Background: an optimization exercise with open tools, aiming at small area. Do not read the settings as production practice.
In this exercise RTL edits were held to simulation tests only and were not proved equivalent to the original.
No driver is modelled on the clock port, so clocking that relies on it looks cheaper here than on a real chip.
Power figures rest on the tool's default switching activity, not on a simulated workload.

## lane 1
// rdt3_frame_decoder
module rdt3_frame_decoder (
    input  wire        clk,
    input  wire        rst,
    input  wire        in_valid,
    output wire        in_ready,
    input  wire [31:0] in_data,
    input  wire [2:0]  in_nbytes,    
    input  wire        in_last,
    output wire        out_valid,
    input  wire        out_ready,
    output wire [31:0] out_seq,
    output wire [31:0] out_ack,
    output wire        out_is_ack,
    output wire [31:0] out_digest,
    output wire [31:0] out_crc,
    output wire        out_corrupt,
    output wire        out_malformed,
    output wire [15:0] out_len,
    output wire [15:0] out_poff,
    output wire [15:0] out_plen
);
==> flow/config.mk <==
export PLATFORM = sky130hd
export DESIGN_NAME = rdt3_frame_decoder
export DESIGN_NICKNAME = rdt3_frame_decoder
export VERILOG_FILES = /design/flow/design.v
export SDC_FILE = /design/flow/constraint.sdc
export NUM_CORES = 4
export LEC_CHECK = 0
export CAP_MARGIN = 20
export CORE_MARGIN = 2
export CORE_UTILIZATION = 35
export SLEW_MARGIN = 20
==> flow/constraint.sdc <==
create_clock -name core_clock -period 10.0 [get_ports {clk}]
set_input_delay 2.0000 -clock core_clock [delete_from_list [all_inputs] [get_ports {clk}]]
set_output_delay 2.0000 -clock core_clock [all_outputs]
set_load 0.01 [all_outputs]
standard.sh (not shown) runs the stock make flow with config.mk's settings and CLKGATE_MAP_FILE= SYNTH_SCRIPT=/design/flow/synth_recipe.tcl, a recipe that flattens the netlist after the stock synthesis.
==> flow/flow/run.sh <==
#!/bin/bash
# Layout flow: the standard ORFS layout (standard.sh) with these changes:
#  - synthesis: the standard synthesis script, except that the final ABC
#    mapping uses an area script (flow/synth_area.tcl, flow/abc_area.script) and
#    Yosys's full-adder extraction is skipped (ADDER_MAP_FILE empty); the
#    registers are the same as the standard synthesis's;
#  - every port is buffered by the smallest buffer (buf_1);
#  - the clock tree is built from clkbuf_8 leaves under a clkbuf_16 root, with
#    no dummy loads.
# Make's full output goes to flow_make.log; ORFS's per-step logs are under orfs/logs.
set -euo pipefail
here=$(pwd)
bash standard.sh \
  SYNTH_SCRIPT="$here/flow/synth_area.tcl" \
  ADDER_MAP_FILE= \
  BUFFER_PORTS_ARGS="-buffer_cell sky130_fd_sc_hd__buf_1" \
  CTS_ARGS="-sink_clustering_enable -repair_clock_nets -buf_list sky130_fd_sc_hd__clkbuf_8 -root_buf sky130_fd_sc_hd__clkbuf_16 -sink_clustering_size 20 -dont_use_dummy_load" \
  SKIP_REPAIR_TIE_FANOUT=1 finish > flow_make.log 2>&1
==> flow/flow/abc_area.script <==
strash
dch
map -a
mfs2
strash
dch
map -a
topo
stime -c
==> flow/flow/synth_area.tcl <==
# The standard synthesis (synth_recipe.tcl), with one change: the final ABC
# technology mapping uses an area-oriented script (abc_area.script beside this
# file) instead of ORFS's delay-oriented one. Registers and names are unchanged.
proc synth {args} { yosys synth -nofsm -noshare {*}$args }
set ::area_abc_script [file join [file dirname [file normalize [info script]]] abc_area.script]
proc abc {args} {
  set i [lsearch -exact $args -script]
  if { $i >= 0 } {
    lset args [expr { $i + 1 }] $::area_abc_script
  }
  puts "abc (area script): $args"
  yosys abc {*}$args
}
source $::env(SCRIPTS_DIR)/synth.tcl
# left out here: clear keep_hierarchy, flatten, clean up, hide names made inside functions, write 1_2_yosys.v
Here is what was changed in the inputs of lane 2 compared with lane 1.
diff --git a/flow/flow/run.sh b/flow/flow/run.sh
--- a/flow/flow/run.sh
+++ b/flow/flow/run.sh
@@ -17,2 +17,2 @@
-  CTS_ARGS="-sink_clustering_enable -repair_clock_nets -buf_list sky130_fd_sc_hd__clkbuf_8 -root_buf sky130_fd_sc_hd__clkbuf_16 -sink_clustering_size 20 -dont_use_dummy_load" \
-  SKIP_REPAIR_TIE_FANOUT=1 finish > flow_make.log 2>&1
+  CTS_ARGS="-sink_clustering_enable -repair_clock_nets -buf_list sky130_fd_sc_hd__clkbuf_8 -root_buf sky130_fd_sc_hd__clkbuf_16 -sink_clustering_size 30 -sink_clustering_max_diameter 60 -dont_use_dummy_load" \
+   finish > flow_make.log 2>&1
==> run summary <==
Lane 2 ran to completion and came out clean on the timing, DRC and antenna checks. Summary of lane 2 over lane 1: met2 wire length picked up an extra 3.4%; highest cell delay on the worst timing path held; detailed-placement wirelength estimate climbed 0.94%; arithmetic-cell share of the synthesized area counting full adders, half adders and majority gates essentially unchanged; cell leakage power climbed 0.048 nW. Lower first-pass GRT wire length was reported by lane 1, not lane 2. Relative to lane 1, core utilization increased by 0.26 points in lane 2. From lane 1 to lane 2, count of clock-net buffers in the final layout did not move at all.


== job 7787 ==
Another version of the RTL of rdt3_frame_decoder (not shown whole).
Size: roughly 170 flip-flops, ~6900 sq um of cells after synthesis.
## rdt3_frame_decoder
module rdt3_frame_decoder (
    input  wire        clk,
    input  wire        rst,
    input  wire        in_valid,
    output wire        in_ready,
    input  wire [31:0] in_data,
    input  wire [2:0]  in_nbytes,    
    input  wire        in_last,
    output wire        out_valid,
    input  wire        out_ready,
    output wire [31:0] out_seq,
    output wire [31:0] out_ack,
    output wire        out_is_ack,
    output wire [31:0] out_digest,
    output wire [31:0] out_crc,
    output wire        out_corrupt,
    output wire        out_malformed,
    output wire [15:0] out_len,
    output wire [15:0] out_poff,
    output wire [15:0] out_plen
);
    localparam [2:0] ST_PAY = 3'd4, ST_FIN = 3'd5, ST_OUT = 3'd6, ST_CLR = 3'd7;
    reg  [2:0]  st;
    reg  [4:0]  t;           
    reg  [1:0]  bi;          
    reg         rdy;         
    reg  [3:0]  nd;          
    reg         neg;         
    reg         bad;         
    reg         d1, d2, d3;  
    reg  [1:0]  cy;          
    reg         ic;          
    reg         isack;
    reg  [31:0] S, A, D, C;  
    reg  [10:0] L;           
    reg  [5:0]  P;           
    wire t31 = (t == 5'd31);
    wire [7:0] cur   = in_data[8*bi +: 8];
    wire       rx    = !st[2] || (st[1:0] == 2'd0);
    wire       slot  = rx && in_valid && !rdy && (in_nbytes != 3'd0);
    wire       lastb = ({1'b0, bi} + 3'd1 == in_nbytes);
    wire       is_pipe  = (cur == 8'h7C);
    wire       is_minus = (cur == 8'h2D);
    wire       is_digit = (cur[7:4] == 4'h3) && (cur[3:0] <= 4'd9);
    wire       hdr   = !st[2];
    wire       pay   = (st == ST_PAY);
    wire [1:0] fld   = st[1:0];
    wire       bit_t = cur[t[2:0]];
    wire       fin = (st == ST_FIN);
    wire       clr = (st == ST_CLR);
    wire       mal = bad;
    wire       x    = (nd == 4'd0) ? 1'b0 : D[0];   
    wire       dbit = (t[4:2] == 3'd0) && bit_t;
    wire [2:0] tot  = {2'b0, d1} + {2'b0, d3} + {2'b0, dbit} + {1'b0, cy};
    wire       nbit = D[0] ^ (neg && d1);             
    wire       nseen = D[0] | d1;
    wire       acc_step = slot && hdr && is_digit && (fld != 2'd2);
  ...
export LEC_CHECK = 0
export CAP_MARGIN = 20
export CORE_MARGIN = 2
export CORE_UTILIZATION = 45
export PLACE_DENSITY = 0.85
export SLEW_MARGIN = 20
create_clock -name core_clock -period 10.0 [get_ports {clk}]
==> flow/flow/run.sh <==
#!/bin/bash
# Layout flow: the standard ORFS layout (standard.sh) with these changes:
#  - synthesis: the standard synthesis script, except that the final ABC
#    mapping uses an area script (flow/synth_area.tcl, flow/abc_area.script) and
#    Yosys's full-adder extraction is skipped (ADDER_MAP_FILE empty); the
#    registers are the same as the standard synthesis's;
#  - every port is buffered by the smallest buffer (buf_1);
#  - constant outputs share one tie cell (SKIP_REPAIR_TIE_FANOUT);
#  - the clock tree is built from clkbuf_8 leaves under a clkbuf_16 root, with
#    no dummy loads, and then each clock buffer is shrunk to the smallest one
#    that keeps clock-pin slews under 105 ps (as estimated after placement), leaf buffers first (flow/downsize.tcl, a POST_CTS hook).
# Make's full output goes to flow_make.log; ORFS's per-step logs are under orfs/logs.
set -euo pipefail
here=$(pwd)
bash standard.sh \
  SYNTH_SCRIPT="$here/flow/synth_area.tcl" \
  ADDER_MAP_FILE= \
  BUFFER_PORTS_ARGS="-buffer_cell sky130_fd_sc_hd__buf_1" \
  SKIP_REPAIR_TIE_FANOUT=1 \
  CTS_ARGS="-sink_clustering_enable -repair_clock_nets -buf_list sky130_fd_sc_hd__clkbuf_8 -root_buf sky130_fd_sc_hd__clkbuf_16 -dont_use_dummy_load" \
  POST_CTS_TCL="$here/flow/downsize.tcl" \
  finish > flow_make.log 2>&1
==> flow/flow/downsize.tcl <==
set ds_limit 0.105
set ds_sizes {sky130_fd_sc_hd__clkbuf_1 sky130_fd_sc_hd__clkbuf_2 sky130_fd_sc_hd__clkbuf_4 sky130_fd_sc_hd__clkbuf_8 sky130_fd_sc_hd__clkbuf_16}
proc ds_worst_clk_slew {} {
  set worst 0
  foreach p [get_pins -hierarchical */CLK] {
    set s [get_property $p slew_max]
    if { $s > $worst } { set worst $s }
  }
  return $worst
}
proc ds_area {m} { return [get_property [lindex [get_lib_cells */$m] 0] area] }
estimate_parasitics -placement
set base [ds_worst_clk_slew]
puts "downsize: worst clock-pin slew before [format %.4f $base]"
set lim [expr { max($ds_limit, $base) }]
set changed 0
# leaf buffers (those driving register clock pins) first, then the rest
set ds_leaf {}
set ds_other {}
foreach inst [get_cells *] {
  set m [get_property $inst ref_name]
  if { [lsearch -exact $ds_sizes $m] < 0 } { continue }
  set leaf 0
  foreach p [get_pins -of_objects [get_nets -of_objects [get_pins -of_objects $inst -filter "direction==output"]]] {
    if { [get_property $p name] == "CLK" } { set leaf 1; break }
  }
  if { $leaf } { lappend ds_leaf $inst } else { lappend ds_other $inst }
}
foreach inst [concat $ds_leaf $ds_other] {
  set m [get_property $inst ref_name]
  set i [lsearch -exact $ds_sizes $m]
  if { $i <= 0 } { continue }
  for { set j 0 } { $j < $i } { incr j } {
    set cand [lindex $ds_sizes $j]
    replace_cell $inst $cand
    estimate_parasitics -placement
    set w [ds_worst_clk_slew]
    if { $w <= $lim } {
      puts "downsize: [get_property $inst name] $m -> $cand (worst [format %.4f $w])"
      incr changed
      break
    }
    replace_cell $inst $m
  }
}
estimate_parasitics -placement
puts "downsize: $changed buffers changed, worst clock-pin slew now [format %.4f [ds_worst_clk_slew]]"
Scripts as last shown in full above: flow/flow/abc_area.script, flow/flow/synth_area.tcl
Both conditions hold for job 7787: the flow ran to the end and the final layout passed the timing, DRC and antenna checks.
Edits applied to the flow inputs when going from job 7787 to job 2782:
==> flow/flow/abc_area.script <==
strash
dch -f
&get -n
&nf -a
&put
### Flow results
- Every run in the comparison, job 7787 and job 2782, completed the flow with a clean layout.
- Compared with job 7787, job 2782 ends up with less cell area.
- The final routed wirelength across all metal layers of job 2782 was superior to that of job 7787.
- Taking job 7787 as the reference point, the power of the clock network of job 2782 falls by about 1%.
Changes in job 6325 relative to job 2782:
--- a/flow/flow/downsize.tcl
+++ b/flow/flow/downsize.tcl
@@ -1,3 +1,3 @@
-set ds_limit 0.105
+set ds_limit 0.112
 set ds_sizes {sky130_fd_sc_hd__clkbuf_1 sky130_fd_sc_hd__clkbuf_2 sky130_fd_sc_hd__clkbuf_4 sky130_fd_sc_hd__clkbuf_8 sky130_fd_sc_hd__clkbuf_16}
 proc ds_worst_clk_slew {} {
--- outcome ---
The flow did not stop early for job 6325: all stages ran, and the layout cleared the timing, DRC and antenna checks. Job 6325 vs job 2782: total design power down slightly. Job 6325: via count 0.39% above job 2782. The fill cell total of the finished layout on job 6325 is in line with that on job 2782. Reported for job 6325 and job 2782, CTS sink count turned out identical to the last digit. Between job 6325 and job 2782, the difference in sequential share of layout area is negligible. In terms of final design area excluding fillers, job 6325 and job 2782 differ only marginally. ~same routed wire length in job 6325 and job 2782. Any difference in leakage power of the design between job 6325 and job 2782 is small enough to ignore. Synthesis-stage register bit count: job 6325 vs job 2782 identical. Worst hold slack delta (job 2782 -> job 6325): insignificant. From job 6325 to job 2782, largest net degree at the start of global routing did not move at all.
For job 3389, these inputs were changed with respect to job 6325:
- SLEW_MARGIN now 0, was 20
- CAP_MARGIN now 0, was 20
--- a/flow/flow/downsize.tcl
+++ b/flow/flow/downsize.tcl
@@ -1,3 +1,3 @@
-set ds_limit 0.112
+set ds_limit 0.105
 set ds_sizes {sky130_fd_sc_hd__clkbuf_1 sky130_fd_sc_hd__clkbuf_2 sky130_fd_sc_hd__clkbuf_4 sky130_fd_sc_hd__clkbuf_8 sky130_fd_sc_hd__clkbuf_16}
 proc ds_worst_clk_slew {} {
Findings:
Diff job 6325 -> job 3389: critical path data arrival time lower, sequential share of cell area has remained practically unchanged, total vias in the final route fell by about 0.37%.

==> port drivers added, routing unchanged <==
In the flow no input, the clock included, has a driving cell. The finished layouts below were timed again as built, in two steps.
Step 1 sets driving cells, clkbuf_16 on the clock port and buf_2 on the other inputs (assumed; they add their load-dependent delay and slew).
Step 2 moves the port delays by t, midway between the first and last clock arrival at a register: inputs arrive t later, outputs are due t later. That takes back most of the time a late clock gives input paths.
Three values: ideal ports, drivers, drivers and shift; two values: the first two.
run | t, ns | setup slack, ns | hold slack, ns | cell pins on the clock port's net
lane 1 | 0.402 | 5.394 / 5.408 / 5.005 | 0.429 / 0.429 / 0.429 | 1
lane 2 | 0.402 | 5.376 / 5.391 / 4.989 | 0.432 / 0.432 / 0.432 | 1
job 7787 | 0.596 | 4.365 / 4.330 / 4.926 | 0.439 / 0.439 / 0.439 | 1
job 2782 | 0.447 | 4.278 / 4.237 / 4.684 | 0.441 / 0.441 / 0.441 | 1
job 6325 | 0.566 | 4.164 / 4.127 / 4.692 | 0.440 / 0.440 / 0.440 | 1
job 3389 | 0.446 | 4.279 / 4.237 / 4.683 | 0.441 / 0.441 / 0.441 | 1
After both steps setup and hold are still met in every run listed. For lane 1, which loses most, drivers alone change the setup slack by +0.014 ns; drivers and shift together by -0.389 ns.
